Background: an optimization exercise with open tools, aiming at small area, a short achievable clock period and few clock cycles. Do not read the settings as production practice. Where RTL was checked, it was by simulation tests only, not by an equivalence proof against the original. Only the layout flow was run in runs 1 and 5 to 7; the RTL was not checked for function there. Power and IR drop assume default switching activity.

--- design.v ---
module pdk_engine (
    input  wire        clk,
    input  wire        rst,
    output wire [9:0]  imem_addr,
    input  wire [15:0] imem_rdata,
    output reg         io_we,
    output reg  [3:0]  io_waddr,
    output wire [7:0]  io_wdata,
    output reg         halted,
    output reg  [2:0]  fault_code,
    output reg         fault_write,
    output wire [15:0] fault_info,
    output wire [15:0] pc_o,
    output wire [15:0] acc_o,
    output wire [7:0]  sp_o,
    output wire [7:0]  flags_o,
    output wire [31:0] cycles_o
);
    localparam F_INSN  = 3'd1;
    localparam F_DATA  = 3'd2;
    localparam F_IO    = 3'd3;
    localparam F_OPC   = 3'd5;
    localparam F_STACK = 3'd6;
    reg [15:0]  pc;       
    reg [15:0]  ir;       
    reg         irv;      
    reg         irk;      
    reg         uop2;     
    reg [9:0]   fa;       
    reg         rv;       
    reg [15:0]  acc;
    reg [31:0]  ticks;
    reg [7:0]   spm1;     
    reg [5:0]   ra;       
    reg [5:0]   wa;       
    reg         rst_q;    
    reg [511:0] dm;       
    reg [127:0] io;       
    reg d_ill, d_dbad, d_iobad, d_sfault;
    reg sp_push_bad, sp_pop_bad, sp_call_bad, sp_ret_bad;
    wire [7:0] sp    = io[23:16];
    wire [7:0] flags = io[7:0];
    assign imem_addr  = fa;
    assign pc_o       = pc;
    assign acc_o      = acc;
    assign sp_o       = sp;
    assign flags_o    = flags;
    assign cycles_o   = ticks;
    assign fault_info = ir;
    assign io_wdata   = acc[7:0];
    wire [15:0] w    = imem_rdata;
    wire [3:0]  wop  = w[15:12];
    wire        whi0 = (w[11:8] == 4'd0);
    wire        wlo0 = (w[7:0] == 8'd0);
    wire        w_sta = (wop == 4'h2);
    wire        w_lda = (wop == 4'h3);
    wire        w_legal = (wop <= 4'h5) && whi0 && (wop != 4'h0 || wlo0) ||
                          (wop == 4'h8) || (wop == 4'h9) ||
                          (wop >= 4'h6 && wop <= 4'hC) && whi0 && wlo0;
    wire        w_dbad  = (wop == 4'h2 || wop == 4'h3) && whi0 && (w[7:6] != 2'd0);
    wire        w_iobad = (wop == 4'h4 || wop == 4'h5) && whi0 && (w[7:4] != 4'd0);
    wire [3:0] op = ir[15:12];
    wire [7:0] a  = ir[7:0];
    wire is_ldi  = (op == 4'h1);
    wire is_sta  = (op == 4'h2);
    wire is_lda  = (op == 4'h3);
    wire is_out  = (op == 4'h4);
    wire is_in   = (op == 4'h5);
    wire is_push = (op == 4'h6);
    wire is_pop  = (op == 4'h7);
    wire is_jmp  = (op == 4'h8);
    wire is_call = (op == 4'h9);
    wire is_ret  = (op == 4'hA);
    wire is_dec  = (op == 4'hB);
    wire is_skz  = (op == 4'hC);
    wire f_insn  = (pc[15:10] != 6'd0);
    wire f_stack = (is_push && sp_push_bad) || (is_pop && sp_pop_bad) ||
                   (is_call && sp_call_bad) || (is_ret && sp_ret_bad);
    wire fault   = f_insn | d_sfault | f_stack;
    wire ex    = irv && !halted;
    wire exk   = ex && irk;                   
    wire ex2   = ex && !irk && uop2;          
    wire ex1   = ex && !irk && !uop2;         
    wire go1   = ex1 && !fault;               
    wire accz  = (acc == 16'd0);
    wire skip  = go1 && is_skz && accz;
    wire [15:0] next  = pc + 16'd1;
    wire [7:0]  dm_rdata = dm[8*ra +: 8];
    wire        dm_we    = ex1 && (is_sta || is_push || is_call) || ex2 && is_call;
    wire [5:0]  dm_waddr = wa;
    wire [7:0]  dm_wdata = is_call ? (uop2 ? next[15:8] : next[7:0]) : acc[7:0];
    wire [7:0]  dm_wd    = rst_q ? 8'd0 : dm_wdata;
    wire [7:0]  io_rdata = io[8*a[3:0] +: 8];
    wire        io_wr    = go1 && is_out;
    wire        sp_wr    = io_wr && a[3:0] == 4'd2;
    wire        sp_inc   = go1 && (is_push || is_call) || ex2 && is_call;
    wire        sp_dec   = go1 && (is_pop || is_ret) || ex2 && is_ret;
    wire done  = exk || go1 && !(is_jmp || is_call || is_ret) || ex2 && !is_ret;
    wire load  = !halted && (!irv || done);
    wire redir = load && rv && !skip && (wop == 4'h8 || wop == 4'h9);
    genvar g;
    generate
        for (g = 0; g < 64; g = g + 1) begin : g_dm
            always @(posedge clk)
                if (rst_q || (dm_we && dm_waddr == g))
                    dm[8*g +: 8] <= dm_wd;
        end
        for (g = 0; g < 16; g = g + 1) begin : g_io
            if (g == 2) begin : g_sp
                always @(posedge clk)
                    if (rst_q)
                        io[8*g +: 8] <= 8'd0;
                    else if (sp_wr)
                        io[8*g +: 8] <= acc[7:0];
                    else if (sp_inc)
                        io[8*g +: 8] <= sp + 8'd1;
                    else if (sp_dec)
                        io[8*g +: 8] <= spm1;
            end else begin : g_b
                always @(posedge clk)
                    if (rst_q || (io_wr && a[3:0] == g))
                        io[8*g +: 8] <= rst_q ? 8'd0 : acc[7:0];
            end
        end
    endgenerate
    always @(posedge clk) begin
        rst_q    <= rst;
        io_waddr <= a[3:0];
        if (rst) begin
            pc          <= 16'd0;
            irv         <= 1'b0;
            irk         <= 1'b0;
            uop2        <= 1'b0;
            fa          <= 10'd0;
            rv          <= 1'b0;
            acc         <= 16'd0;
            ticks       <= 32'd0;
            spm1        <= 8'hFF;
            ra          <= 6'h3F;
            wa          <= 6'h00;
            sp_push_bad <= 1'b0;
            sp_pop_bad  <= 1'b1;
            sp_call_bad <= 1'b0;
            sp_ret_bad  <= 1'b1;
            halted      <= 1'b0;
            io_we       <= 1'b0;
            fault_code  <= 3'd0;
            fault_write <= 1'b0;
        end else begin
            io_we <= io_wr;
            if (ex)
                ticks <= ticks + 32'd1;
            if (ex1 && fault) begin
                halted      <= 1'b1;
                fault_code  <= f_insn   ? F_INSN :
                               d_ill    ? F_OPC :
                               d_dbad   ? F_DATA :
                               d_iobad  ? F_IO : F_STACK;
                fault_write <= !f_insn && d_dbad && is_sta;
            end
            if (load ? w_lda : is_lda)
                ra <= load ? w[5:0] : a[5:0];
            else if (sp_wr)
                ra <= acc[5:0] - 6'd1;
            else if (sp_inc)
                ra <= sp[5:0];
            else if (sp_dec)
                ra <= spm1[5:0] - 6'd1;
            else
                ra <= spm1[5:0];
            if (load ? w_sta : is_sta)
                wa <= load ? w[5:0] : a[5:0];
            else if (sp_wr)
                wa <= acc[5:0];
            else if (sp_inc)
                wa <= sp[5:0] + 6'd1;
            else if (sp_dec)
                wa <= spm1[5:0];
            else
                wa <= sp[5:0];
            if (sp_wr) begin
                spm1        <= acc[7:0] - 8'd1;
                sp_push_bad <= acc[7:0] >= 8'd63;
                sp_pop_bad  <= acc[7:0] == 8'd0 || acc[7:0] >= 8'd65;
                sp_call_bad <= acc[7:0] >= 8'd62;
                sp_ret_bad  <= acc[7:0] < 8'd2 || acc[7:0] >= 8'd65;
            end else if (sp_inc) begin
                spm1        <= sp;
                sp_push_bad <= sp >= 8'd62;
                sp_pop_bad  <= sp >= 8'd64;
                sp_call_bad <= sp >= 8'd61;
                sp_ret_bad  <= sp == 8'd0 || sp >= 8'd64;
            end else if (sp_dec) begin
                spm1        <= spm1 - 8'd1;
                sp_push_bad <= spm1 >= 8'd63;
                sp_pop_bad  <= spm1 == 8'd0 || spm1 >= 8'd65;
                sp_call_bad <= spm1 >= 8'd62;
                sp_ret_bad  <= spm1 < 8'd2 || spm1 >= 8'd65;
            end
            if (exk || go1 && !(is_jmp || is_call || is_ret))
                pc <= next;
            else if (go1 && is_ret)
                pc[15:8] <= dm_rdata;
            else if (ex2 && is_ret)
                pc[7:0] <= dm_rdata;
            else if (ex2)
                pc <= {4'd0, ir[11:0]};
            if (go1) begin
                if (is_ldi)
                    acc <= {8'd0, a};
                if (is_lda || is_pop)
                    acc <= {8'd0, dm_rdata};
                if (is_in)
                    acc <= {8'd0, io_rdata};
                if (is_dec)
                    acc <= acc - 16'd1;
            end
            if (go1 && (is_jmp || is_call || is_ret))
                uop2 <= 1'b1;
            else if (ex2)
                uop2 <= 1'b0;
            if (load) begin
                irv <= rv;
                irk <= skip;
            end else if (ex2 && is_ret) begin
                irv <= 1'b0;
            end
            if (ex2 && is_ret) begin
                fa <= {pc[9:8], dm_rdata};
                rv <= 1'b0;
            end else if (redir) begin
                fa <= w[9:0];
                rv <= 1'b0;
            end else begin
                fa <= fa + 10'd1;
                rv <= 1'b1;
            end
        end
    end
    always @(posedge clk) begin
        if (!rst && ex1 && fault) begin
            ir <= f_insn  ? pc :
                  d_ill   ? ir :
                  d_dbad || d_iobad ? {8'd0, a} : {8'd0, sp};
        end else if (!rst && load) begin
            ir       <= w;
            d_ill    <= !w_legal;
            d_dbad   <= w_dbad;
            d_iobad  <= w_iobad;
            d_sfault <= !w_legal || w_dbad || w_iobad;
        end
    end
endmodule
--- run.sh ---
#!/bin/bash
# synth_recipe.tcl (not shown) runs the flow's synth.tcl, then flattens the netlist and writes it again
# the make line also repeats each setting of config.mk as NAME=value (left out here)
make -C /OpenROAD-flow-scripts/flow DESIGN_CONFIG=/design/flow/config.mk WORK_HOME=/design/flow/orfs CLKGATE_MAP_FILE= SYNTH_SCRIPT=/design/flow/synth_recipe.tcl finish
--- config.mk ---
export PLATFORM = sky130hd
export DESIGN_NAME = pdk_engine
export DESIGN_NICKNAME = pdk_engine
export VERILOG_FILES = /design/flow/design.v
export SDC_FILE = /design/flow/constraint.sdc
export NUM_CORES = 4
export LEC_CHECK = 0
export CAP_MARGIN = 20
export CORE_MARGIN = 2
export CORE_UTILIZATION = 55
export CTS_CLUSTER_DIAMETER = 100
export CTS_CLUSTER_SIZE = 30
export PLACE_DENSITY = 0.7
export SETUP_SLACK_MARGIN = 5
export SLEW_MARGIN = 20
--- constraint.sdc ---
create_clock -name core_clock -period 8.0 [get_ports {clk}]
set_input_delay 1.6000 -clock core_clock [delete_from_list [all_inputs] [get_ports {clk}]]
set_output_delay 1.6000 -clock core_clock [all_outputs]
set_load 0.01 [all_outputs]
==> results of run 1 <==
## power by group
group	internal, mW	switching [mW]
clock network	0.900	1.29
logic	0.396	0.491
registers	4.51	0.0762
## sequential cells by signal (all words and copies together), names as in the netlist, 3 cells and up
register	flops
ra	6
dm	512
acc	16
pc	16
ticks	32
fa	10
io_waddr	4
ir	16
spm1	8
fault_code	3
wa	6
io	128
## worst max-delay path, delay by kind of cell (launching register included)
kind	cells	cell delay [ns]
flip-flops	1	0.36
AO/OA/AOI/OAI	4	0.78
buffers and inverters	6	0.86
AND/OR/NAND/NOR	3	0.96
## per-stage QoR
step | setup WS, ns | total power, mW | std cells
final | 4.93 | 7.66 | 3117
after global routing | 4.84 | 7.86 | 3117
after CTS | 4.74 | 7.61 | 3071
after detailed placement | 3.80 | 5.38 | 2915
after global placement | 3.84 | 5.36 | 2915
after floorplan | 4.96 | 5.11 | 2118
## cell type report
type                            instances  area [um^2]  area share
Inverter                               28          109     0.00282
Timing Repair inverter                  1         7.51    0.000194
Timing Repair Buffer                  302         3060      0.0791
Clock inverter                         10          150     0.00388
Clock buffer                           43          958      0.0248
Multi-Input combinational cell       1178        11200       0.290
Sequential cell                       773        22200       0.574
Tap cell                              782          978      0.0253
## cells in the final DEF, fill, tap and decap left out, types with 15 or more instances in the layout
cell           synthesis  layout
buf_4                 31     114
a31oi_1               24      22
clkbuf_16              0      39
edfxtp_1             652     652
o21ai_0               49      46
nand4_1               20      20
nand3_1               51      51
mux4_2               194     194
dfxtp_1              121      48
buf_12                 0      21
a211oi_1              15      15
o21bai_4               0      17
inv_1                 28      27
a21o_1                50      35
dlygate4sd2_1          0     115
nor3_1                42      37
nor2_1               187     171
ha_1                  18      18
xor2_1                44      44
nand2_1              110     106
dfxtp_4                0      37
dfxtp_2                0      36
xnor2_1               25      25
a21oi_1               72      65
## worst paths after layout
| path | to | slack [ns] | from |
|---|---|---|---|
| setup / recovery | ra[0] | 4.93 | pc[11] |
| hold / removal | irv | 0.48 | rv |
| setup reg to reg | ra[0] | 4.93 | pc[11] |
| hold reg to reg | irv | 0.48 | rv |
## kinds of logic (layout without fill, tap and decap cells)
kind of cell / count (synthesis) / in the layout
XOR/XNOR: 69 / 69
AND/OR/NAND/NOR: 520 / 527
AO/OA/AOI/OAI: 344 / 345
buffers and inverters: 175 / 384
multiplexers: 219 / 219
flip-flops: 773 / 773
adder cells (fa/ha/maj): 18 / 18
## routing by layer
layer	track usage	share of wire
met5	0	0
met1	0.398	0.38
met3	0.0381	0.087
met2	0.485	0.49
met4	0.102	0.042
## what timing repair did
action	CTS	global route
endpoints found under the setup margin	1276	928
pin swaps	11	24
cloned	15	5
setup buffers	88	41
gates resized for setup	362	95
hold endpoints to repair	0	0
==> results_dict.tcl, run 1 <==
set metrics [dict create \
    crit_path_cell_trace "buf_6, nor4_4, o211ai_1, buf_4, o31a_1, or3_4, buf_6, nand3b_1, o31ai_4, buf_12, buf_8, buf_6, o21a_1" \
    areaGrowthSynthToFinish_pct 16.5 \
    cp_max_fo 6 \
    routedWlPerCell_um 29.6 \
    gp_congestion 0.946 \
    synth_commonest_cells "edfxtp_1 (652), mux4_2 (194), nor2_1 (187)" \
    synth-simple-area-share 0.0757 \
    synthMuxAreaShare 0.140 \
    p_leak_nw 14.2 \
    synth_top_area_frac 0.590 \
    clock_latency_ns 0.60 \
    cts_max_level 2 \
    drtPass1Iterations 8 \
    drv_slew 0 \
    grt_overflow 0 \
    setup_viol 0 \
    rsz0062_at_grt "true" \
    route.detailed.drc 0 \
    required_ns 8.50 \
    max_slew_margin 0.282 \
    grt_pass1_wl_um 133000 \
    vias 20800 \
    cts-root-buf "clkbuf_16" \
    worst_ir_drop_vdd_v 0.000264 \
    post_dp_cell_area_um2 35100 \
    cp-start-kind "flip-flop" \
    drive_gt1_frac 0.274 \
    syn_area_per_cell_um2 15.7 \
    crit_top_cell "buf_6" \
    cpPeakStageDelay_ns 0.42 \
    final_area_um2 38700 \
    ys_seq_area_frac 0.663 \
    wl_um 92100 \
    drtIter0Drc 2523 \
    synth_edf_count 652 \
    coreArea_um2 60000 \
    synthCells 2118 \
    synth_cell_types 78 \
    synth_largest_area_cell "edfxtp_1" \
    hold_violations 0 \
    io_buffers 141 \
    setup_tns_ns 0 \
    final_util 0.644 \
    n_antenna_cell 0 \
    async_flop_share 0 \
    crit_slowest_cell "or3_4" \
    grt_antenna_before_repair 0 \
    max_clock_freq_mhz 326 \
    syn_area_um2 33200 \
    path_clk_slew_ns 0.11 \
    hpwl_um 53600 \
    clockBufferDepth 3 \
    min_period_ns 3.07 \
    synth_top_family_by_area "multiplexers" \
    outcome "no timing/DRC/antenna violations" \
    maxCapViolCount 0 \
    fin_nets 2355 \
    crit_type "reg2reg" \
    die_area_um2 62300 \
    reg2regPathDepth 13 \
    die_h_um 250 \
    postCtsHoldBufs 0 \
    grt_max_degree 95 \
    fin_skew_ns 0.0236 \
    yosys-top-cells-area "edfxtp_1 (59%), mux4_2 (13%), dfxtp_1 (7.3%), nor2_1 (2.1%), nand2_1 (1.2%)" \
    yosysMostFrequentCell "edfxtp_1" \
    cts_tree "built" \
    synth_nets 2154 \
    final.fill_count 4279 \
    cts_made_buffers 35 \
    synth-warning-count 1 \
    num_rows 90 \
    synth_compound_area_frac 0.0714 \
    synth_seq_cells 773 \
    finalCritPeriodShare 0.383 \
    grt_usage 0.291 \
    min_path_type "reg2reg" \
    synth-xor-area-share 0.0182 \
    start_util 0.553 \
    via_per_inst 6.67 \
    synth_flop_cell "edfxtp_1" \
    cts_sinks 773 \
    synth_fa_ha_area_frac 0.00679 \
    grt_pass1_vias 19800 \
    fin_hold_ws_ns 0.476 \
    critical_path_arrival_ns 3.56 \
    die_w_um 250 \
    worst_pin_slew_ns 1.07 \
    whs_path_depth 2 \
    cp-end-kind "flip-flop" \
    postRouteAntennaNets 0 \
    ios 142 \
    power.density_nw_per_um2 198 \
]
==> inputs of run 2 (changes only) <==
--- a/design.v
+++ b/design.v
@@ -32,7 +32,6 @@
     reg [31:0]  ticks;
     reg [7:0]   spm1;     
     reg [5:0]   ra;       
-    reg [5:0]   wa;       
     reg         rst_q;    
     reg [511:0] dm;       
     reg [127:0] io;       
@@ -52,7 +51,6 @@
     wire [3:0]  wop  = w[15:12];
     wire        whi0 = (w[11:8] == 4'd0);
     wire        wlo0 = (w[7:0] == 8'd0);
-    wire        w_sta = (wop == 4'h2);
     wire        w_lda = (wop == 4'h3);
     wire        w_legal = (wop <= 4'h5) && whi0 && (wop != 4'h0 || wlo0) ||
                           (wop == 4'h8) || (wop == 4'h9) ||
@@ -87,7 +85,7 @@
     wire [15:0] next  = pc + 16'd1;
     wire [7:0]  dm_rdata = dm[8*ra +: 8];
     wire        dm_we    = ex1 && (is_sta || is_push || is_call) || ex2 && is_call;
-    wire [5:0]  dm_waddr = wa;
+    wire [5:0]  dm_waddr = is_sta ? a[5:0] : sp[5:0];
     wire [7:0]  dm_wdata = is_call ? (uop2 ? next[15:8] : next[7:0]) : acc[7:0];
     wire [7:0]  dm_wd    = rst_q ? 8'd0 : dm_wdata;
     wire [7:0]  io_rdata = io[8*a[3:0] +: 8];
@@ -137,7 +135,6 @@
             ticks       <= 32'd0;
             spm1        <= 8'hFF;
             ra          <= 6'h3F;
-            wa          <= 6'h00;
             sp_push_bad <= 1'b0;
             sp_pop_bad  <= 1'b1;
             sp_call_bad <= 1'b0;
@@ -168,16 +165,6 @@
                 ra <= spm1[5:0] - 6'd1;
             else
                 ra <= spm1[5:0];
-            if (load ? w_sta : is_sta)
-                wa <= load ? w[5:0] : a[5:0];
-            else if (sp_wr)
-                wa <= acc[5:0];
-            else if (sp_inc)
-                wa <= sp[5:0] + 6'd1;
-            else if (sp_dec)
-                wa <= spm1[5:0];
-            else
-                wa <= sp[5:0];
             if (sp_wr) begin
                 spm1        <= acc[7:0] - 8'd1;
                 sp_push_bad <= acc[7:0] >= 8'd63;
==> run 2 against run 1 <==
Compared with the run above: sequential share of layout area shrank 0.23 points; die area barely moved; largest power group unchanged; first-iteration DRC count fell by 4.8%.
==> results_dict.tcl, run 2 <==
set metrics [dict create \
    ys_seq_area_frac 0.660 \
    cpPeakStageDelay_ns 0.50 \
    finalCritPeriodShare 0.383 \
    r2r_end "ra[5]" \
    yosysMostFrequentCell "edfxtp_1" \
    clock_latency_ns 0.66 \
    gp_congestion 0.962 \
    drtPass1Iterations 5 \
    syn_area_um2 33200 \
    dp_cells 2897 \
    hold_violations 0 \
    crit_path_cell_trace "buf_6, buf_6, mux2_4, a311o_2, or3_4, buf_12, a21oi_1, a311o_1, a21oi_1, or3_1" \
    io_buffers 141 \
    startpoint "ir[12]" \
    switching_power_mw 1.83 \
    reg2regPathDepth 10 \
    min_path_type "reg2reg" \
    routedWlPerCell_um 29.8 \
    cp-start-kind "flip-flop" \
    min_period_ns 3.06 \
    synth_flop_cell "edfxtp_1" \
    synth-warning-count 1 \
    setup_viol 0 \
    drtIter0Drc 2401 \
    layout.cells.non_filler 3106 \
    rsz0062_at_grt "true" \
    grt_antenna_before_repair 0 \
    required_ns 8.53 \
    largest_register "dm" \
    areaGrowthSynthToFinish_pct 16.5 \
    final_common_cell "edfxtp_1" \
    p_sw_frac 0.246 \
    coreArea_um2 60000 \
    drive_gt1_frac 0.296 \
    syn_area_per_cell_um2 15.8 \
    top_regs "dm x512, io x128, ticks x32" \
    yosys-top-cells-area "edfxtp_1 (59%), mux4_2 (13%), dfxtp_1 (6.9%), nor2_1 (1.5%), nand2_1 (1.2%)" \
    synth_largest_area_cell "edfxtp_1" \
    start_util 0.552 \
    clock_power_share 0.261 \
    die_w_um 250 \
    reg2reg_from "ir[12]" \
    wl_um 92700 \
    route.detailed.drc 0 \
    grt_overflow 0 \
    hpwl_um 56300 \
    cts_sinks 767 \
    cp_max_fo 5 \
    cts-root-buf "clkbuf_16" \
    cts_tree "built" \
    cp-endpoint "ra[5]" \
    fin_nets 2335 \
    postRouteAntennaNets 0 \
    p_leak_nw 14.2 \
    maxCapViolCount 0 \
    cts_made_buffers 30 \
    die_h_um 250 \
    cts_max_level 1 \
    reg2reg_setup_slack_ns 4.94 \
    path_clk_slew_ns 0.12 \
    power.density_nw_per_um2 193 \
    combPwrFrac 0.129 \
    postCtsHoldBufs 0 \
    cp-end-kind "flip-flop" \
    async_flop_share 0 \
    die_area_um2 62300 \
    synth_top_area_frac 0.590 \
    synthCells 2102 \
    via_per_inst 6.62 \
    grt_pass1_wl_um 135000 \
    num_rows 90 \
    outcome "no timing/DRC/antenna violations" \
    internal_power_mw 5.62 \
    vias 20600 \
    clockBufferDepth 3 \
    crit_type "reg2reg" \
    worst_ir_drop_vdd_v 0.000260 \
    synth_seq_cells 767 \
    grt_usage 0.295 \
    synth_edf_count 652 \
    critical_path_arrival_ns 3.59 \
    setup_tns_ns 0 \
    final_cell_mix "edfxtp_1 (652), mux4_2 (196), buf_4 (136)" \
    drv_slew 0 \
    largest_reg_flops 512 \
    grt_pass1_vias 20000 \
    synth_commonest_cells "edfxtp_1 (652), mux4_2 (196), nor2_1 (134)" \
    grt_max_degree 73 \
    ios 142 \
    crit_slowest_cell "edfxtp_1" \
    worst_pin_slew_ns 0.981 \
    p_seq_frac 0.610 \
    synth_cell_types 73 \
    max_slew_margin 0.346 \
    max_clock_freq_mhz 327 \
    fin_skew_ns 0.0215 \
    synth_nets 2138 \
]
==> run 2: cell count changes in the layout (fill, tap and decap cells not counted), moves of 15 or more <==
cell,change
mux2i_1,+18
nor2_1,-53
nand3_1,-16
clkbuf_1,+15
buf_4,+22
dlygate4sd2_1,-17
==> run 2: worst min path at each step <==
stage | from | to | cells after the start
after detailed placement | rv | irv | 2
after floorplan | rv | irv | 2
after global routing | fault_code[1] | fault_code[1] | 2
final | fault_write | fault_write | 2
after global placement | rv | irv | 2
after CTS | rv | irv | 2
==> run 2: power groups by stage <==
stage	registers (mW)	clock network, mW	logic, mW
4_1_cts	4.55	1.97	0.910
3_5_place_dp	4.68	0	0.768
2_1_floorplan	4.63	0	0.504
6_report	4.55	1.94	0.962
3_3_place_gp	4.67	0	0.762
5_1_grt	4.56	2.09	1.00
==> run 2: per-layer routing <==
layer  part of all wire  global-route usage  vias to the layer above
met2               0.48               0.478                     1135
met1               0.39               0.407                    10500
li1                   -                   -                     8689
met3              0.084              0.0443                      222
met5                  0                   0                        -
met4              0.050               0.119                        0
==> run 2: cells by family (layout without fill, tap and decap cells) <==
group / after synthesis / in the layout / synth area share
fa+ha+maj: 18 / 18 / 0.00679
compound gates: 347 / 348 / 0.0722
buf+inv: 180 / 400 / 0.0238
flops: 767 / 767 / 0.660
other cells: 0 / 1 / 0
xor+xnor: 70 / 70 / 0.0185
mux: 239 / 239 / 0.146
simple gates: 481 / 481 / 0.0722
==> run 2: cell type report <==
cell class / instances / area (um^2)
Clock inverter: 6 / 87.6
Multi-Input combinational cell: 1156 / 11500
Sequential cell: 767 / 22100
Clock buffer: 50 / 826
Fill cell: 4235 / 21400
Inverter: 24 / 92.6
Antenna cell: 1 / 2.50
Timing Repair Buffer: 320 / 3040
Tap cell: 782 / 978
==> run 2: critical path: cells and delay by family (launching register included) <==
kind	cells	cell delay, ns
buffers and inverters	3	0.45
AOI/OAI and AO/OA	4	0.87
and+or+nand+nor	2	0.79
muxes	1	0.32
DFF	1	0.50
==> run 2: through the flow <==
| step | instance area (um^2) | hold WS [ns] | power, mW | worst slack, ns | utilization |
|---|---|---|---|---|---|
| 2_1_floorplan | 33300 | 0.432 | 5.13 | 5.01 | - |
| 3_3_place_gp | 35200 | 0.442 | 5.43 | 3.86 | 0.586 |
| 3_5_place_dp | 35200 | 0.442 | 5.44 | 3.87 | 0.586 |
| 4_1_cts | 37800 | 0.461 | 7.43 | 4.91 | 0.630 |
| 5_1_grt | 38600 | 0.490 | 7.66 | 4.91 | 0.643 |
| 6_report | 38600 | 0.461 | 7.46 | 4.94 | 0.643 |
==> run 2: timing repair <==
| action | 4_1_cts | 5_1_grt |
|---|---|---|
| endpoints found under the setup margin | 1309 | 1055 |
| buffers inserted | 102 | 42 |
| pin swaps | 18 | 36 |
| gates resized for setup | 446 | 105 |
| cloned | 6 | 2 |
Testbench counts of run 2, summed over its fixed seeds: cycles 43,778.
==> inputs of run 3 (changes only) <==
==> flow/run.sh (new file) <==
#!/bin/bash
# The standard layout (the standard.sh, all ORFS steps unchanged), except
# that the port buffers ORFS puts on every input and output are buf_4 cells
# rather than the library's smallest buffer, which is a slow delay cell.
# make's full output goes to standard.log here; ORFS's own per-step logs are
# under orfs/logs/.
set -euo pipefail
export BUFFER_PORTS_ARGS="-buffer_cell sky130_fd_sc_hd__buf_4"
bash standard.sh > standard.log 2>&1
==> standard.sh (new file) <==
#!/bin/bash
# synth_recipe.tcl (not shown) runs the flow's synth.tcl, then flattens the netlist and writes it again
# the make line also repeats each setting of config.mk as NAME=value (left out here)
make -C /OpenROAD-flow-scripts/flow DESIGN_CONFIG=/design/flow/config.mk WORK_HOME=/design/flow/orfs CLKGATE_MAP_FILE= SYNTH_SCRIPT=/design/flow/synth_recipe.tcl "${@:-finish}"
--- a/config.mk
+++ b/config.mk
@@ -9,7 +9,7 @@
 export CORE_MARGIN = 2
 export CORE_UTILIZATION = 55
 export CTS_CLUSTER_DIAMETER = 100
-export CTS_CLUSTER_SIZE = 30
+export CTS_CLUSTER_SIZE = 24
 export PLACE_DENSITY = 0.7
 export SETUP_SLACK_MARGIN = 5
 export SLEW_MARGIN = 20
removed: run.sh
==> run 3 against run 2 <==
Compared with the run above: routed wire length is 3.9% lower; power is 1.9% higher; utilization is 1.5 points lower; maximum frequency is 0.89% higher; clock skew is 0.0021 ns higher; count of clock-buffer cells in the layout is 9 higher; non-clock buffer count is 66 lower; worst hold slack better by 0.0034 ns; register-to-register slack better by 0.03 ns; largest power group unchanged; critical endpoint is now acc[5]; critical path type unchanged.
==> results_dict.tcl, run 3 <==
set metrics [dict create \
    dp_cells 2905 \
    coreArea_um2 60000 \
    grt_antenna_before_repair 1 \
    layout.cells.non_filler 3045 \
    critical_path_arrival_ns 3.54 \
    final_cell_mix "edfxtp_1 (652), buf_4 (214), mux4_2 (196)" \
    synth_top_area_frac 0.590 \
    start_util 0.552 \
    rsz0062_at_grt "true" \
    drv_slew 0 \
    async_flop_share 0 \
    grt_max_degree 77 \
    largest_register "dm" \
    postRouteAntennaNets 0 \
    io_buffers 141 \
    die_h_um 250 \
    finalCritPeriodShare 0.379 \
    routedWlPerCell_um 29.3 \
    cts_tree "built" \
    worst_ir_drop_vdd_v 0.000225 \
    synth_seq_cells 767 \
    drtPass1Iterations 6 \
    gp_congestion 0.961 \
    post_dp_cell_area_um2 34900 \
    required_ns 8.50 \
    synth_largest_area_cell "edfxtp_1" \
    min_path_type "reg2reg" \
    maxCapViolCount 0 \
    cp_max_fo 8 \
    final_area_um2 37700 \
    setup_tns_ns 0 \
    grt_overflow 0 \
    cts_max_level 2 \
    clock_latency_ns 0.61 \
    clockBufferDepth 3 \
    synth_nets 2138 \
    syn_area_per_cell_um2 15.8 \
    ios 142 \
    cp-end-kind "flip-flop" \
    final_util 0.628 \
    cp-start-kind "flip-flop" \
    hold_violations 0 \
    synth_commonest_cells "edfxtp_1 (652), mux4_2 (196), nor2_1 (134)" \
    power.density_nw_per_um2 202 \
    drive_gt1_frac 0.299 \
    min_period_ns 3.04 \
    cts_sinks 767 \
    worst_pin_slew_ns 1.16 \
    largest_reg_flops 512 \
    route.detailed.drc 0 \
    ys_seq_area_frac 0.660 \
    max_slew_margin 0.223 \
    postCtsHoldBufs 0 \
    p_leak_nw 13.6 \
    outcome "no timing/DRC/antenna violations" \
    grt_usage 0.284 \
    final.fill_count 4208 \
    hpwl_um 55500 \
    crit_type "reg2reg" \
    areaGrowthSynthToFinish_pct 13.7 \
    yosysMostFrequentCell "edfxtp_1" \
    synth_edf_count 652 \
    via_per_inst 6.67 \
    final_common_cell "edfxtp_1" \
    num_rows 90 \
    fin_skew_ns 0.0236 \
    fin_nets 2277 \
    die_w_um 250 \
    wl_um 89100 \
    synth_cell_types 73 \
    die_area_um2 62300 \
    yosys-top-cells-area "edfxtp_1 (59%), mux4_2 (13%), dfxtp_1 (6.9%), nor2_1 (1.5%), nand2_1 (1.2%)" \
    fin_hold_ws_ns 0.464 \
    synth_flop_cell "edfxtp_1" \
    drtIter0Drc 2418 \
    vias 20300 \
    grt_pass1_wl_um 130000 \
    synth-warning-count 1 \
    cts-root-buf "clkbuf_16" \
    grt_pass1_vias 19500 \
    synthCells 2102 \
    path_clk_slew_ns 0.10 \
    top_regs "dm x512, io x128, ticks x32" \
    cts_made_buffers 37 \
    syn_area_um2 33200 \
    max_clock_freq_mhz 329 \
    setup_viol 0 \
]
run 3: cell counts after synthesis:
No cell type changed its count.
run 3: worst paths after layout:
check / start / to / slack, ns / cells past startpoint
setup reg to reg: ra[0] / acc[5] / 4.96 / 9
hold / removal: fault_code[2] / fault_code[2] / 0.46 / 2
hold reg to reg: fault_code[2] / fault_code[2] / 0.46 / 2
setup / recovery: ra[0] / acc[5] / 4.96 / 9
run 3: area by class of cell:
cell class	count	area, um^2	area share
Clock buffer	59	1030	0.0273
Clock inverter	1	16.3	0.000431
Sequential cell	767	21900	0.581
Antenna cell	1	2.50	0.0000664
Tap cell	782	978	0.0259
Multi-Input combinational cell	1157	11300	0.300
Timing Repair Buffer	254	2360	0.0627
Inverter	24	92.6	0.00245
run 3: stage by stage:
step | power, mW | worst slack (ns)
global placement | 5.41 | 3.99
global route | 7.81 | 4.93
CTS | 7.58 | 4.92
floorplan | 5.13 | 5.01
detailed placement | 5.43 | 3.97
finish | 7.60 | 4.96
run 3: repair_timing:
item	CTS	global route
gates cloned	7	3
endpoints found under the setup margin	1123	917
setup buffers	53	16
pin swaps	11	14
gates resized for setup	163	77
run 3: metal layers:
metal | GRT usage | vias to the layer above | part of all wire
li1 | - | 8565 | -
met2 | 0.466 | 1136 | 0.49
met4 | 0.116 | 2 | 0.044
met3 | 0.0456 | 218 | 0.086
met5 | 0 | - | 0.000079
met1 | 0.384 | 10400 | 0.38
run 3: logic make-up (layout without fill, tap and decap cells):
kind of cell             Yosys count  in the layout  share of synthesized area
other                              0              1                          0
flip-flops                       767            767                      0.660
AO/OA/AOI/OAI                    347            349                     0.0722
buffers and inverters            180            338                     0.0238
multiplexers                     239            239                      0.146
AND/OR/NAND/NOR                  481            481                     0.0722
adder cells (fa/ha/maj)           18             18                    0.00679
XOR/XNOR                          70             70                     0.0185
run 3: worst max-delay path, stage by stage (launching register included):
cell     delay (ns)
dfxtp_4        0.45
buf_12         0.16
buf_6          0.18
mux4_2         0.54
mux4_2         0.48
mux2i_1        0.41
nor2_1         0.11
a21oi_2        0.29
nand2_1        0.10
a22o_1         0.21
run 3: where the power goes:
| group | leakage [nW] | switching [mW] | internal [mW] |
|---|---|---|---|
| clock | 0.500 | 1.21 | 0.898 |
| sequential | 7.66 | 0.0725 | 4.49 |
| combinational | 5.43 | 0.534 | 0.400 |
==> inputs of run 4 (changes only) <==
--- a/config.mk
+++ b/config.mk
@@ -7,9 +7,9 @@
 export LEC_CHECK = 0
 export CAP_MARGIN = 20
 export CORE_MARGIN = 2
-export CORE_UTILIZATION = 55
+export CORE_UTILIZATION = 70
 export CTS_CLUSTER_DIAMETER = 100
 export CTS_CLUSTER_SIZE = 24
-export PLACE_DENSITY = 0.7
+export PLACE_DENSITY = 0.82
 export SETUP_SLACK_MARGIN = 5
 export SLEW_MARGIN = 20
==> run 4 against run 3 <==
Compared with the run above: sequential cell count stayed put; global-route usage rose by 10 points; sequential share of layout area increased by 0.22 points; worst setup slack worse by 0.10 ns; die area down 21%; first-iteration DRC count grew 49%; via count up 6.4%.
==> results_dict.tcl, run 4 <==
set metrics [dict create \
    gp_congestion 0.987 \
    drv_slew 0 \
    synth_top_area_frac 0.590 \
    cts_max_level 2 \
    num_rows 79 \
    cts-root-buf "clkbuf_16" \
    crit_type "reg2reg" \
    synthCells 2102 \
    route.detailed.drc 0 \
    cts_sinks 767 \
    die_area_um2 49100 \
    p_sw_frac 0.247 \
    cp-end-kind "flip-flop" \
    cp_max_fo 17 \
    yosysMostFrequentCell "edfxtp_1" \
    synth_edf_count 652 \
    combPwrFrac 0.124 \
    hpwl_um 54900 \
    routedWlPerCell_um 34.2 \
    fin_nets 2266 \
    top_regs "dm x512, io x128, ticks x32" \
    async_flop_share 0 \
    drtIter0Drc 3605 \
    power.density_nw_per_um2 207 \
    drtPass1Iterations 17 \
    setup_tns_ns 0 \
    fin_skew_ns 0.0349 \
    syn_area_um2 33200 \
    postRouteAntennaNets 0 \
    coreArea_um2 46700 \
    cts_made_buffers 38 \
    largest_reg_flops 512 \
    worst_pin_slew_ns 1.06 \
    min_period_ns 3.14 \
    setup_viol 0 \
    rsz0062_at_grt "true" \
    synth_nets 2138 \
    synth_cell_types 73 \
    syn_area_per_cell_um2 15.8 \
    postCtsHoldBufs 0 \
    min_path_type "reg2reg" \
    wl_um 98000 \
    layout.cells.non_filler 2862 \
    cts_tree "built" \
    hold_violations 0 \
    p_seq_frac 0.590 \
    highest_layer "met5" \
    grt_antenna_before_repair 1 \
    die_h_um 222 \
    die_w_um 222 \
    maxCapViolCount 0 \
    switching_power_mw 1.92 \
    wl_met2_um 46800 \
    path_clk_slew_ns 0.09 \
    via_per_inst 7.55 \
    ios 142 \
    final_cell_mix "edfxtp_1 (652), buf_4 (201), mux4_2 (196)" \
    power_mw 7.78 \
    synth_seq_cells 767 \
    p_leak_nw 13.6 \
    dp_cells 2727 \
    final_common_cell "edfxtp_1" \
    synth_commonest_cells "edfxtp_1 (652), mux4_2 (196), nor2_1 (134)" \
    finalCritPeriodShare 0.392 \
    grt_usage 0.387 \
    clock_latency_ns 0.62 \
    max_slew_margin 0.291 \
    grt_max_degree 79 \
    routedLengthMet1_um 31800 \
    yosys-top-cells-area "edfxtp_1 (59%), mux4_2 (13%), dfxtp_1 (6.9%), nor2_1 (1.5%), nand2_1 (1.2%)" \
    synth-warning-count 1 \
    clockBufferDepth 3 \
    vias 21600 \
    wl_met3_um 12600 \
    required_ns 8.29 \
    cp-start-kind "flip-flop" \
    largest_register "dm" \
    synth_largest_area_cell "edfxtp_1" \
    drive_gt1_frac 0.296 \
    worst_ir_drop_vdd_v 0.000250 \
    final.fill_count 2386 \
    start_util 0.711 \
    outcome "no timing/DRC/antenna violations" \
    grt_pass1_wl_um 138000 \
    internal_power_mw 5.86 \
    grt_pass1_vias 20500 \
    io_buffers 141 \
    synth_flop_cell "edfxtp_1" \
    clock_power_share 0.286 \
    grt_overflow 0 \
    areaGrowthSynthToFinish_pct 13.3 \
    critical_path_arrival_ns 3.43 \
    max_clock_freq_mhz 319 \
    ys_seq_area_frac 0.660 \
]
==> run 4: worst max-delay path, cell delays in order (launching register included) <==
cell      delay, ns
edfxtp_1       0.56
buf_4          0.23
nor3_2         0.30
buf_4          0.30
nor3_1         0.07
a21oi_1        0.65
nand2b_2       0.50
o21bai_4       0.21
==> run 4: cell type report <==
cell class	instances	area (um^2)	share of cell area
Sequential cell	767	21900	0.584
Clock inverter	3	48.8	0.00130
Antenna cell	2	5.00	0.000133
Inverter	24	92.6	0.00246
Multi-Input combinational cell	1155	11300	0.301
Timing Repair Buffer	244	2360	0.0627
Clock buffer	60	1090	0.0289
Tap cell	607	759	0.0202
==> run 4: cell families after synthesis <==
kind of cell    Yosys count  share of synthesized area
mux                     239                      0.146
xor+xnor                 70                     0.0185
flops                   767                      0.660
buf+inv                 180                     0.0238
simple gates            481                     0.0722
fa+ha+maj                18                    0.00679
compound gates          347                     0.0722
==> run 4: per-layer routing <==
metal	global-route usage	vias up
li1	-	8553
met4	0.204	2
met1	0.507	10700
met2	0.621	1949
met3	0.0802	428
met5	0.00293	-
==> run 4: power groups by stage <==
stage	logic [mW]	clock network (mW)	registers [mW]
6_report	0.967	2.22	4.59
4_1_cts	0.874	2.21	4.58
5_1_grt	0.993	2.34	4.60
3_5_place_dp	0.751	0	4.67
3_3_place_gp	0.738	0	4.65
2_1_floorplan	0.504	0	4.63
==> run 4: repair_timing <==
item                                    in CTS  in global routing
pin swaps                                    9                  9
gates resized for setup                    154                 96
setup buffers                               37                 21
endpoints found under the setup margin    1056               1020
gates cloned                                 4                  7
==> run 4: metrics by stage <==
stage                      util  hold slack [ns]  setup slack [ns]  instance area (um^2)
after floorplan               -            0.432              5.01                 33300
after global placement    0.743            0.445              3.52                 34600
after detailed placement  0.743            0.453              3.44                 34600
after CTS                 0.790            0.471              4.82                 36900
after global routing      0.805            0.487              4.90                 37600
final                     0.805            0.470              4.86                 37600
==> run 4: worst paths after layout <==
kind | depth (start not counted) | endpoint | slack [ns] | start
worst max-delay path | 7 | dm[368] | 4.86 | ir[14]
worst min-delay path | 2 | fault_write | 0.47 | fault_write
worst max register to register | 7 | dm[368] | 4.86 | ir[14]
worst min register to register | 2 | fault_write | 0.47 | fault_write
==> inputs of run 5 (changes only) <==
--- a/design.v
+++ b/design.v
@@ -32,6 +32,7 @@
     reg [31:0]  ticks;
     reg [7:0]   spm1;     
     reg [5:0]   ra;       
+    reg [5:0]   wa;       
     reg         rst_q;    
     reg [511:0] dm;       
     reg [127:0] io;       
@@ -51,6 +52,7 @@
     wire [3:0]  wop  = w[15:12];
     wire        whi0 = (w[11:8] == 4'd0);
     wire        wlo0 = (w[7:0] == 8'd0);
+    wire        w_sta = (wop == 4'h2);
     wire        w_lda = (wop == 4'h3);
     wire        w_legal = (wop <= 4'h5) && whi0 && (wop != 4'h0 || wlo0) ||
                           (wop == 4'h8) || (wop == 4'h9) ||
@@ -81,11 +83,11 @@
     wire ex1   = ex && !irk && !uop2;         
     wire go1   = ex1 && !fault;               
     wire accz  = (acc == 16'd0);
-    wire skip  = go1 && is_skz && accz;
+    wire skip  = ex1 && is_skz && accz;
     wire [15:0] next  = pc + 16'd1;
     wire [7:0]  dm_rdata = dm[8*ra +: 8];
     wire        dm_we    = ex1 && (is_sta || is_push || is_call) || ex2 && is_call;
-    wire [5:0]  dm_waddr = is_sta ? a[5:0] : sp[5:0];
+    wire [5:0]  dm_waddr = wa;
     wire [7:0]  dm_wdata = is_call ? (uop2 ? next[15:8] : next[7:0]) : acc[7:0];
     wire [7:0]  dm_wd    = rst_q ? 8'd0 : dm_wdata;
     wire [7:0]  io_rdata = io[8*a[3:0] +: 8];
@@ -93,7 +95,10 @@
     wire        sp_wr    = io_wr && a[3:0] == 4'd2;
     wire        sp_inc   = go1 && (is_push || is_call) || ex2 && is_call;
     wire        sp_dec   = go1 && (is_pop || is_ret) || ex2 && is_ret;
-    wire done  = exk || go1 && !(is_jmp || is_call || is_ret) || ex2 && !is_ret;
+    wire        sp_wr_x  = ex1 && is_out && a[3:0] == 4'd2;
+    wire        sp_inc_x = ex1 && (is_push || is_call) || ex2 && is_call;
+    wire        sp_dec_x = ex1 && (is_pop || is_ret) || ex2 && is_ret;
+    wire done  = exk || ex1 && !(is_jmp || is_call || is_ret) || ex2 && !is_ret;
     wire load  = !halted && (!irv || done);
     wire redir = load && rv && !skip && (wop == 4'h8 || wop == 4'h9);
     genvar g;
@@ -135,6 +140,7 @@
             ticks       <= 32'd0;
             spm1        <= 8'hFF;
             ra          <= 6'h3F;
+            wa          <= 6'h00;
             sp_push_bad <= 1'b0;
             sp_pop_bad  <= 1'b1;
             sp_call_bad <= 1'b0;
@@ -157,27 +163,37 @@
             end
             if (load ? w_lda : is_lda)
                 ra <= load ? w[5:0] : a[5:0];
-            else if (sp_wr)
+            else if (sp_wr_x)
                 ra <= acc[5:0] - 6'd1;
-            else if (sp_inc)
+            else if (sp_inc_x)
                 ra <= sp[5:0];
-            else if (sp_dec)
+            else if (sp_dec_x)
                 ra <= spm1[5:0] - 6'd1;
             else
                 ra <= spm1[5:0];
-            if (sp_wr) begin
+            if (load ? w_sta : is_sta)
+                wa <= load ? w[5:0] : a[5:0];
+            else if (sp_wr_x)
+                wa <= acc[5:0];
+            else if (sp_inc_x)
+                wa <= sp[5:0] + 6'd1;
+            else if (sp_dec_x)
+                wa <= spm1[5:0];
+            else
+                wa <= sp[5:0];
+            if (sp_wr_x) begin
                 spm1        <= acc[7:0] - 8'd1;
                 sp_push_bad <= acc[7:0] >= 8'd63;
                 sp_pop_bad  <= acc[7:0] == 8'd0 || acc[7:0] >= 8'd65;
                 sp_call_bad <= acc[7:0] >= 8'd62;
                 sp_ret_bad  <= acc[7:0] < 8'd2 || acc[7:0] >= 8'd65;
-            end else if (sp_inc) begin
+            end else if (sp_inc_x) begin
                 spm1        <= sp;
                 sp_push_bad <= sp >= 8'd62;
                 sp_pop_bad  <= sp >= 8'd64;
                 sp_call_bad <= sp >= 8'd61;
                 sp_ret_bad  <= sp == 8'd0 || sp >= 8'd64;
-            end else if (sp_dec) begin
+            end else if (sp_dec_x) begin
                 spm1        <= spm1 - 8'd1;
                 sp_push_bad <= spm1 >= 8'd63;
                 sp_pop_bad  <= spm1 == 8'd0 || spm1 >= 8'd65;
@@ -202,7 +218,7 @@
                 if (is_dec)
                     acc <= acc - 16'd1;
             end
-            if (go1 && (is_jmp || is_call || is_ret))
+            if (ex1 && (is_jmp || is_call || is_ret))
                 uop2 <= 1'b1;
             else if (ex2)
                 uop2 <= 1'b0;
==> run.sh (new file) <==
#!/bin/bash
# synth_recipe.tcl (not shown) runs the flow's synth.tcl, then flattens the netlist and writes it again
# the make line also repeats each setting of config.mk as NAME=value (left out here)
make -C /OpenROAD-flow-scripts/flow DESIGN_CONFIG=/design/flow/config.mk WORK_HOME=/design/flow/orfs CLKGATE_MAP_FILE= SYNTH_SCRIPT=/design/flow/synth_recipe.tcl finish
--- a/config.mk
+++ b/config.mk
@@ -7,9 +7,9 @@
 export LEC_CHECK = 0
 export CAP_MARGIN = 20
 export CORE_MARGIN = 2
-export CORE_UTILIZATION = 70
+export CORE_UTILIZATION = 55
 export CTS_CLUSTER_DIAMETER = 100
-export CTS_CLUSTER_SIZE = 24
-export PLACE_DENSITY = 0.82
+export CTS_CLUSTER_SIZE = 30
+export PLACE_DENSITY = 0.7
 export SETUP_SLACK_MARGIN = 5
 export SLEW_MARGIN = 20
removed: flow/run.sh
removed: standard.sh
==> run 5 against run 4 <==
Compared with the run above: still clean on timing, DRC and antenna; cell count is 15% higher; clock skew hardly changed; clock power is 9.5% lower; sequential power hardly changed; sequential share of layout area is 1.6 points lower; worst hold slack worse by 0.019 ns; global-route usage is 8.4 points lower; critical path depth is 1 higher; first-iteration DRC count is 15% lower; critical path type unchanged; highest routed layer is now met4.
==> results_dict.tcl, run 5 <==
set metrics [dict create \
    grt_pass1_vias 21000 \
    worst_ir_drop_vdd_v 0.000214 \
    path_clk_slew_ns 0.12 \
    largest_register "dm" \
    max_slew_margin 0.280 \
    hold_violations 0 \
    areaGrowthSynthToFinish_pct 16.0 \
    fin_nets 2525 \
    synthCells 2309 \
    crit_path_cell_trace "buf_4, nor4bb_2, a221o_2, or2_2, a21oi_1, nand2_1, a22oi_2, buf_4" \
    clock_latency_ns 0.66 \
    ys_seq_area_frac 0.653 \
    reg2reg_setup_slack_ns 4.93 \
    start_util 0.557 \
    grt_pass1_wl_um 142000 \
    grt_max_degree 80 \
    vias 22000 \
    finalCritPeriodShare 0.384 \
    final_cell_mix "edfxtp_1 (652), nand2_1 (179), mux4_2 (145)" \
    path_buf_inv 2 \
    postCtsHoldBufs 0 \
    fin_hold_ws_ns 0.451 \
    cp-end-kind "flip-flop" \
    cts_tree "built" \
    final_common_cell "edfxtp_1" \
    min_path_type "reg2reg" \
    coreArea_um2 60500 \
    synth_cell_types 86 \
    cts_sinks 773 \
    crit_slowest_cell "a221o_2" \
    synth_edf_count 652 \
    wl_um 97000 \
    required_ns 8.37 \
    cts-root-buf "clkbuf_16" \
    yosys-top-cells-area "edfxtp_1 (58%), mux4_2 (9.7%), dfxtp_1 (7.2%), mux2i_1 (2.3%), nand2_1 (2.2%)" \
    gp_congestion 0.962 \
    num_rows 90 \
    maxCapViolCount 0 \
    cts_made_buffers 31 \
    syn_area_um2 33700 \
    routedWlPerCell_um 29.5 \
    synth-warning-count 1 \
    via_per_inst 6.70 \
    min_period_ns 3.07 \
    top_regs "dm x512, io x128, ticks x32" \
    die_h_um 251 \
    p_leak_nw 14.5 \
    rsz0062_at_grt "true" \
    drive_gt1_frac 0.242 \
    critical_path_arrival_ns 3.44 \
    grt_overflow 0 \
    postRouteAntennaNets 0 \
    crit_top_cell "buf_4" \
    synth_flop_cell "edfxtp_1" \
    synth_commonest_cells "edfxtp_1 (652), nand2_1 (194), mux4_2 (145)" \
    cts_max_level 1 \
    worst_pin_slew_ns 1.08 \
    grt_antenna_before_repair 0 \
    ios 142 \
    outcome "no timing/DRC/antenna violations" \
    io_buffers 141 \
    power.density_nw_per_um2 196 \
    drtPass1Iterations 6 \
    die_area_um2 63200 \
    largest_reg_flops 512 \
    setup_viol 0 \
    syn_area_per_cell_um2 14.6 \
    setup_tns_ns 0 \
    drv_slew 0 \
    synth_largest_area_cell "edfxtp_1" \
    cp_max_fo 9 \
    final_util 0.646 \
    grt_usage 0.303 \
    drtIter0Drc 3055 \
    cpPeakStageDelay_ns 0.47 \
    crit_type "reg2reg" \
    cp_top_family "compound AO/OA/AOI/OAI gates" \
    route.detailed.drc 0 \
    max_clock_freq_mhz 325 \
    async_flop_share 0 \
    hpwl_um 60000 \
    synth_nets 2345 \
    yosysMostFrequentCell "edfxtp_1" \
    fin_skew_ns 0.0353 \
    die_w_um 251 \
    cp-start-kind "flip-flop" \
    synth_seq_cells 773 \
    clockBufferDepth 3 \
    synth_top_area_frac 0.581 \
]
run 5: changes by cell type after synthesis, sizes merged, moves of 26 or more:
cell | previous run | this run
a21o | 52 | 11
mux2i | 33 | 76
o21bai | 30 | 3
o31ai | 3 | 48
nand2 | 107 | 195
mux4 | 196 | 145
nand3 | 36 | 62
run 5: per-layer routing:
layer,global-route usage,up-vias,routed length (um)
met4,0.0913,0,3650
met1,0.439,11100,38200
li1,-,9382,-
met5,0,-,0
met3,0.0552,213,9780
met2,0.473,1351,45400
run 5: cell type report:
cell class	instances	area (um^2)
Multi-Input combinational cell	1339	11700
Tap cell	782	978
Clock inverter	9	134
Timing Repair Buffer	316	3130
Sequential cell	773	22200
Clock buffer	40	810
Antenna cell	1	2.50
Inverter	28	109
Fill cell	4265	21400
run 5: metrics by stage:
step | setup slack (ns) | cells | power (mW) | area, um^2
3_5_place_dp | 3.59 | 3123 | 5.58 | 35900
3_3_place_gp | 3.68 | 3123 | 5.56 | 35900
6_report | 4.93 | 3288 | 7.65 | 39100
2_1_floorplan | 4.71 | 2309 | 5.23 | 33800
4_1_cts | 4.63 | 3257 | 7.62 | 38400
5_1_grt | 4.86 | 3287 | 7.86 | 39100
run 5: timing repair:
| item | 4_1_cts | 5_1_grt |
|---|---|---|
| setup endpoints to repair | 1365 | 1202 |
| setup buffers | 78 | 29 |
| pin swaps | 8 | 22 |
| cloned | 7 | 1 |
| resized for setup | 386 | 73 |
run 5: worst paths after layout:
kind                                     from            end  depth (start not counted)
worst max-delay path                   ir[12]          ir[4]                          8
worst min-delay path            fault_code[2]  fault_code[2]                          2
worst max register to register         ir[12]          ir[4]                          8
worst min register to register  fault_code[2]  fault_code[2]                          2
run 5: kinds of logic (layout without fill, tap and decap cells):
family	count (synthesis)	in the layout	synth area share
flops	773	773	0.653
simple gates	628	628	0.0915
compound gates	388	388	0.0781
mux	238	238	0.125
buf+inv	197	393	0.0278
xor+xnor	67	67	0.0174
fa+ha+maj	18	18	0.00669
other cells	0	1	0
run 5: power breakdown:
group	internal, mW	switching (mW)
registers	4.51	0.0821
clock network	0.787	1.22
logic	0.419	0.622
run 5: tightest hold or removal path, stage by stage, from the launching register on:
cell     delay (ns)
dfxtp_1        0.33
nand2_1        0.05
nand2_1        0.04
==> inputs of run 6 (changes only) <==
==> flow/run.sh (new file) <==
#!/bin/bash
# The standard layout (the standard.sh, all ORFS steps unchanged), except
# that the port buffers ORFS puts on every input and output are buf_4 cells
# rather than the library's smallest buffer, which is a slow delay cell.
# make's full output goes to standard.log here; ORFS's own per-step logs are
# under orfs/logs/.
set -euo pipefail
export BUFFER_PORTS_ARGS="-buffer_cell sky130_fd_sc_hd__buf_4"
bash standard.sh > standard.log 2>&1
==> standard.sh (new file) <==
#!/bin/bash
# synth_recipe.tcl (not shown) runs the flow's synth.tcl, then flattens the netlist and writes it again
# the make line also repeats each setting of config.mk as NAME=value (left out here)
make -C /OpenROAD-flow-scripts/flow DESIGN_CONFIG=/design/flow/config.mk WORK_HOME=/design/flow/orfs CLKGATE_MAP_FILE= SYNTH_SCRIPT=/design/flow/synth_recipe.tcl "${@:-finish}"
--- a/config.mk
+++ b/config.mk
@@ -7,9 +7,9 @@
 export LEC_CHECK = 0
 export CAP_MARGIN = 20
 export CORE_MARGIN = 2
-export CORE_UTILIZATION = 55
+export CORE_UTILIZATION = 65
 export CTS_CLUSTER_DIAMETER = 100
-export CTS_CLUSTER_SIZE = 30
-export PLACE_DENSITY = 0.7
+export CTS_CLUSTER_SIZE = 20
+export PLACE_DENSITY = 0.75
 export SETUP_SLACK_MARGIN = 5
 export SLEW_MARGIN = 20
removed: run.sh
==> run 6 against run 5 <==
Compared with the run above: clock skew shrank 0.011 ns; sequential share of layout area shrank 0.32 points; count of clock-buffer cells in the layout grew 28; first-iteration DRC count grew 5.4%; critical endpoint is now ra[3]; power grew 5.2%; sequential power is essentially flat; combinational power grew 4%; cell area is the same; critical path type unchanged; die area shrank 15%.
==> results_dict.tcl, run 6 <==
set metrics [dict create \
    outcome "no timing/DRC/antenna violations" \
    synth_seq_cells 773 \
    cts_max_level 2 \
    die_w_um 232 \
    setup_slack_ns 4.88 \
    synth_top_area_frac 0.581 \
    min_path_type "reg2reg" \
    grt_usage 0.363 \
    synth_flop_cell "edfxtp_1" \
    vias 22500 \
    crit_slowest_cell "edfxtp_1" \
    async_flop_share 0 \
    crit_type "reg2reg" \
    drive_gt1_frac 0.274 \
    reg2reg_from "ir[12]" \
    cp-end-kind "flip-flop" \
    setup_tns_ns 0 \
    cts_tree "built" \
    top_regs "dm x512, io x128, ticks x32" \
    num_rows 83 \
    final_cell_mix "edfxtp_1 (652), buf_4 (218), nand2_1 (180)" \
    cts_sinks 773 \
    synth_edf_count 652 \
    synth_cell_types 86 \
    grt_pass1_wl_um 142000 \
    cts_made_buffers 44 \
    die_h_um 232 \
    drv_slew 0 \
    max_slew_margin 0.172 \
    startpoint "ir[12]" \
    final_common_cell "edfxtp_1" \
    power_mw 8.05 \
    max_clock_freq_mhz 320 \
    worst_ir_drop_vdd_v 0.000237 \
    largest_reg_flops 512 \
    drtIter0Drc 3220 \
    crit_path_cell_trace "buf_4, buf_6, buf_12, nand4bb_1, o21ai_4, a21oi_1, o21bai_1, a221oi_1, o221ai_1, o21a_1" \
    grt_pass1_vias 21300 \
    synthCells 2309 \
    min_period_ns 3.12 \
    wl_um 98500 \
    gp_congestion 0.994 \
    path_buf_inv 3 \
    clockBufferDepth 3 \
    routedWlPerCell_um 31.0 \
    setup_viol 0 \
    clock_latency_ns 0.63 \
    yosysMostFrequentCell "edfxtp_1" \
    final_util 0.762 \
    syn_area_um2 33700 \
    maxCapViolCount 0 \
    cp_top_family "compound AO/OA/AOI/OAI gates" \
    grt_overflow 0 \
    place_ws_ns 2.85 \
    critical_path_arrival_ns 3.64 \
    areaGrowthSynthToFinish_pct 16.0 \
    cp-start-kind "flip-flop" \
    grt_antenna_before_repair 2 \
    worst_pin_slew_ns 1.24 \
    finalCritPeriodShare 0.390 \
    synth_largest_area_cell "edfxtp_1" \
    ys_seq_area_frac 0.653 \
    postRouteAntennaNets 0 \
    io_buffers 141 \
    route.detailed.drc 0 \
    fin_nets 2509 \
    yosys-top-cells-area "edfxtp_1 (58%), mux4_2 (9.7%), dfxtp_1 (7.2%), mux2i_1 (2.3%), nand2_1 (2.2%)" \
    path_clk_slew_ns 0.09 \
    synth_commonest_cells "edfxtp_1 (652), nand2_1 (194), mux4_2 (145)" \
    holdCritStartpoint "sp_push_bad" \
    drtPass1Iterations 5 \
    synth-warning-count 1 \
    cp_max_fo 7 \
    via_per_inst 7.08 \
    grt_max_degree 80 \
    coreArea_um2 51300 \
    reg2reg_setup_slack_ns 4.88 \
    hold_violations 0 \
    synth_nets 2345 \
    fin_skew_ns 0.0243 \
    p_leak_nw 14.2 \
    required_ns 8.52 \
    fin_hold_ws_ns 0.476 \
    hpwl_um 59800 \
    syn_area_per_cell_um2 14.6 \
    rsz0062_at_grt "true" \
    cpPeakStageDelay_ns 0.48 \
    largest_register "dm" \
    ios 142 \
    die_area_um2 53700 \
    start_util 0.657 \
    cts-root-buf "clkbuf_16" \
    power.density_nw_per_um2 206 \
]
run 6: cell counts after synthesis:
Identical to the previous run, type by type.
run 6: repair_timing:
action,CTS,global route
pin swaps,17,23
setup endpoints to repair,1219,1038
cloned,6,3
buffers inserted,53,33
hold buffers,0,0
resized for setup,159,92
run 6: metrics by stage:
step / std cells / cell area [um^2]
after floorplan: 2309 / 33800
after global placement: 3012 / 35400
after detailed placement: 3012 / 35400
after CTS: 3142 / 38100
after global routing: 3178 / 39100
final: 3179 / 39100
run 6: worst reg2reg max path, stage by stage, from the launching register on:
cell,delay (ns)
edfxtp_1,0.48
buf_4,0.18
buf_6,0.12
buf_12,0.12
nand4bb_1,0.46
o21ai_4,0.39
a21oi_1,0.23
o21bai_1,0.21
a221oi_1,0.38
o221ai_1,0.23
o21a_1,0.24
run 6: worst paths after layout:
check	endpoint	cells after the start
hold / removal	sp_push_bad	2
hold reg to reg	sp_push_bad	2
setup / recovery	ra[3]	10
setup reg to reg	ra[3]	10
run 6: layer usage:
metal	track usage	wire [um]
met4	0.110	3750
met3	0.0924	12400
met1	0.535	37600
met5	0	13
met2	0.540	44700
run 6: kinds of logic after synthesis:
logic type | after synthesis | share of synthesized area
DFF | 773 | 0.653
muxes | 238 | 0.125
adders and majority gates | 18 | 0.00669
AOI/OAI and AO/OA | 388 | 0.0781
buffers and inverters | 197 | 0.0278
and+or+nand+nor | 628 | 0.0915
xor gates and xnor gates | 67 | 0.0174
run 6: cell type report:
cell class                 instances  area, um^2
fill                            3017       12200
antenna                            1        2.50
clock buffer                      68        1210
sequential                       773       22000
tap                              680         851
timing repair buffer             287        2950
inverter                          28         106
multi-input combinational       1339       11900
clock inverter                     3        52.6
run 6: where the power goes:
part           total (mW)  switching [mW]  internal [mW]
clock network        2.34            1.29           1.06
logic                1.08           0.635          0.445
registers            4.62           0.100           4.52
total                8.05            2.02           6.03
==> inputs of run 7 (changes only) <==
--- a/design.v
+++ b/design.v
@@ -23,6 +23,7 @@
     localparam F_STACK = 3'd6;
     reg [15:0]  pc;       
     reg [15:0]  ir;       
+    reg [15:0]  finfo;    
     reg         irv;      
     reg         irk;      
     reg         uop2;     
@@ -36,18 +37,20 @@
     reg         rst_q;    
     reg [511:0] dm;       
     reg [127:0] io;       
-    reg d_ill, d_dbad, d_iobad, d_sfault;
+    reg d_ill, d_dbad, d_iobad, d_sfault, d_we;
+    reg [15:0] pc_q, acc_q;
+    reg [7:0]  sp_q, flags_q;
     reg sp_push_bad, sp_pop_bad, sp_call_bad, sp_ret_bad;
     wire [7:0] sp    = io[23:16];
     wire [7:0] flags = io[7:0];
     assign imem_addr  = fa;
-    assign pc_o       = pc;
-    assign acc_o      = acc;
-    assign sp_o       = sp;
-    assign flags_o    = flags;
+    assign pc_o       = pc_q;
+    assign acc_o      = acc_q;
+    assign sp_o       = sp_q;
+    assign flags_o    = flags_q;
     assign cycles_o   = ticks;
-    assign fault_info = ir;
-    assign io_wdata   = acc[7:0];
+    assign fault_info = finfo;
+    assign io_wdata   = acc_q[7:0];
     wire [15:0] w    = imem_rdata;
     wire [3:0]  wop  = w[15:12];
     wire        whi0 = (w[11:8] == 4'd0);
@@ -86,7 +89,7 @@
     wire skip  = ex1 && is_skz && accz;
     wire [15:0] next  = pc + 16'd1;
     wire [7:0]  dm_rdata = dm[8*ra +: 8];
-    wire        dm_we    = ex1 && (is_sta || is_push || is_call) || ex2 && is_call;
+    wire        dm_we    = ex1 && d_we || ex2 && is_call;
     wire [5:0]  dm_waddr = wa;
     wire [7:0]  dm_wdata = is_call ? (uop2 ? next[15:8] : next[7:0]) : acc[7:0];
     wire [7:0]  dm_wd    = rst_q ? 8'd0 : dm_wdata;
@@ -129,6 +132,10 @@
     always @(posedge clk) begin
         rst_q    <= rst;
         io_waddr <= a[3:0];
+        pc_q     <= pc;
+        acc_q    <= acc;
+        sp_q     <= sp;
+        flags_q  <= flags;
         if (rst) begin
             pc          <= 16'd0;
             irv         <= 1'b0;
@@ -241,12 +248,13 @@
         end
     end
     always @(posedge clk) begin
-        if (!rst && ex1 && fault) begin
-            ir <= f_insn  ? pc :
-                  d_ill   ? ir :
-                  d_dbad || d_iobad ? {8'd0, a} : {8'd0, sp};
-        end else if (!rst && load) begin
+        if (!rst && ex1 && fault)
+            finfo <= f_insn  ? pc :
+                     d_ill   ? ir :
+                     d_dbad || d_iobad ? {8'd0, a} : {8'd0, sp};
+        if (!rst && load) begin
             ir       <= w;
+            d_we     <= (wop == 4'h2) || (wop == 4'h6) || (wop == 4'h9);
             d_ill    <= !w_legal;
             d_dbad   <= w_dbad;
             d_iobad  <= w_iobad;
--- a/config.mk
+++ b/config.mk
@@ -7,9 +7,9 @@
 export LEC_CHECK = 0
 export CAP_MARGIN = 20
 export CORE_MARGIN = 2
-export CORE_UTILIZATION = 65
+export CORE_UTILIZATION = 55
 export CTS_CLUSTER_DIAMETER = 100
-export CTS_CLUSTER_SIZE = 20
-export PLACE_DENSITY = 0.75
+export CTS_CLUSTER_SIZE = 24
+export PLACE_DENSITY = 0.7
 export SETUP_SLACK_MARGIN = 5
 export SLEW_MARGIN = 20
==> run 7 against run 6 <==
Compared with the run above: global-route usage decreased by 7.4 points; area after synthesis grew 6.3%; clock power is essentially flat; sequential share of layout area grew 3.1 points; utilization decreased by 15 points; largest cell class unchanged; worst hold slack lost 0.094 ns; power is 0.29% lower; worst setup slack better by 0.13 ns; non-clock buffer count down 83.
==> results_dict.tcl, run 7 <==
set metrics [dict create \
    path_buf_inv 0 \
    path_clk_slew_ns 0.10 \
    cts_tree "built" \
    final_cell_mix "edfxtp_1 (669), buf_4 (186), dfxtp_1 (162)" \
    reg2reg_setup_slack_ns 5.00 \
    setup_tns_ns 0 \
    critical_path_arrival_ns 3.51 \
    p_leak_nw 14.5 \
    worst_pin_slew_ns 0.996 \
    cp_max_fo 9 \
    rsz0062_at_grt "true" \
    io_buffers 141 \
    crit_slowest_cell "nor3_1" \
    synth_commonest_cells "edfxtp_1 (669), dfxtp_1 (169), nand2_1 (154)" \
    ys_seq_area_frac 0.656 \
    hpwl_um 64200 \
    synth_top_area_frac 0.561 \
    cp_num_cells 6 \
    synth-warning-count 1 \
    worst_ir_drop_vdd_v 0.000200 \
    wl_um 97500 \
    power.density_nw_per_um2 203 \
    gp_congestion 0.964 \
    r2r_end "pc[8]" \
    die_area_um2 67100 \
    min_period_ns 3.00 \
    cp_top_family "simple AND/OR/NAND/NOR gates" \
    max_clock_freq_mhz 334 \
    clock_latency_ns 0.63 \
    largest_reg_flops 512 \
    synth_seq_cells 838 \
    yosys-top-cells-area "edfxtp_1 (56%), dfxtp_1 (9.5%), mux4_2 (7.6%), mux2i_1 (3.2%), nand2_1 (1.6%)" \
    synth_cell_types 100 \
    cpPeakStageDelay_ns 0.66 \
    power_mw 8.02 \
    yosysMostFrequentCell "edfxtp_1" \
    largest_register "dm" \
    vias 22300 \
    reg2reg_from "pc[10]" \
    drive_gt1_frac 0.216 \
    cp-start-kind "flip-flop" \
    drtPass1Iterations 6 \
    start_util 0.556 \
    grt_pass1_wl_um 143000 \
    reg2regPathDepth 6 \
    final_common_cell "edfxtp_1" \
    synth_nets 2467 \
    cts_max_level 2 \
    layout.cells.non_filler 3393 \
    postRouteAntennaNets 0 \
    required_ns 8.52 \
    routedWlPerCell_um 28.7 \
    n_antenna_cell 0 \
    cts_sinks 838 \
    top_regs "dm x512, io x128, ticks x32" \
    synthCells 2431 \
    route.detailed.drc 0 \
    num_rows 93 \
    cts-root-buf "clkbuf_16" \
    final.fill_count 4771 \
    async_flop_share 0 \
    crit_type "reg2reg" \
    cp-endpoint "pc[8]" \
    grt_max_degree 73 \
    drtIter0Drc 2311 \
    fin_hold_ws_ns 0.382 \
    clockBufferDepth 3 \
    outcome "no timing/DRC/antenna violations" \
    areaGrowthSynthToFinish_pct 10.3 \
    finalCritPeriodShare 0.375 \
    grt_pass1_vias 21500 \
]
run 7: cell count changes in the layout (fill, tap and decap cells not counted), sizes merged, moves of 14 or more:
cell / previous run / this run
o31ai: 48 / 7
a21o: 11 / 57
clkbuf: 71 / 55
o21bai: 3 / 33
xor2: 39 / 25
mux4: 145 / 121
mux2i: 76 / 115
edfxtp: 652 / 669
nand2: 195 / 154
buf: 278 / 202
dfxtp: 121 / 169
a22oi: 8 / 42
run 7: kinds of logic (layout without fill, tap and decap cells):
family / count (synthesis) / count (layout) / share of synthesized area
DFF: 838 / 838 / 0.656
and+or+nand+nor: 621 / 621 / 0.0915
AOI/OAI and AO/OA: 450 / 450 / 0.0893
muxes: 259 / 259 / 0.116
buffers and inverters: 180 / 287 / 0.0256
xor gates and xnor gates: 65 / 65 / 0.0159
adders and majority gates: 18 / 18 / 0.00629
run 7: worst min-delay path by stage:
stage                       start          to  slack, ns  cells after the start
after floorplan            acc[4]    acc_q[4]       0.33                      0
after global placement      io[0]  flags_q[0]       0.36                      0
after detailed placement    io[3]  flags_q[3]       0.36                      0
after CTS                   io[3]  flags_q[3]       0.38                      0
after global routing      acc[15]   acc_q[15]       0.39                      0
final                       io[3]  flags_q[3]       0.38                      0
run 7: power by group:
part           total, mW  switching (mW)  internal [mW]
sequential          4.95          0.0954           4.85
clock               2.34            1.34          0.999
combinational      0.734           0.449          0.285
total               8.02            1.88           6.14
run 7: timing repair:
action | in CTS | in global routing
setup buffers | 16 | 12
hold buffers | 0 | 0
pin swaps | 0 | 5
endpoints found under the setup margin | 907 | 686
gates resized for setup | 80 | 51
cloned | 1 | 0
run 7: final cells by class:
class	count	area, um^2	share of cell area
Tap cell	855	1070	0.0271
Timing Repair Buffer	204	1750	0.0444
Clock buffer	54	1120	0.0283
Multi-Input combinational cell	1413	11900	0.301
Sequential cell	838	23500	0.595
Inverter	25	97.6	0.00247
Clock inverter	4	71.3	0.00181
run 7: through the flow:
stage	instance area, um^2	worst slack (ns)	utilization
2_1_floorplan	35800	5.05	-
3_5_place_dp	37500	3.95	0.582
5_1_grt	39500	4.93	0.614
3_3_place_gp	37500	3.98	0.582
6_report	39500	5.00	0.614
4_1_cts	39200	4.98	0.608
run 7: worst register-to-register path: cells and delay by family (launching register included):
family	cells	cell delay [ns]
and+or+nand+nor	4	1.86
DFF	1	0.49
AOI/OAI and AO/OA	2	0.55
run 7: layer usage:
layer	global-route usage	up-vias	routed length, um
li1	-	9656	-
met1	0.386	11200	37700
met3	0.0369	258	7580
met2	0.476	1155	47100
met5	0	-	13
met4	0.129	2	5050

Setup slack of run 7, layout unchanged: 5.004 ns with ideal ports, 5.004 ns with driving cells assumed (clock clkbuf_16, inputs buf_2), 4.450 ns with port delays also shifted by the 0.682 ns mid clock arrival.
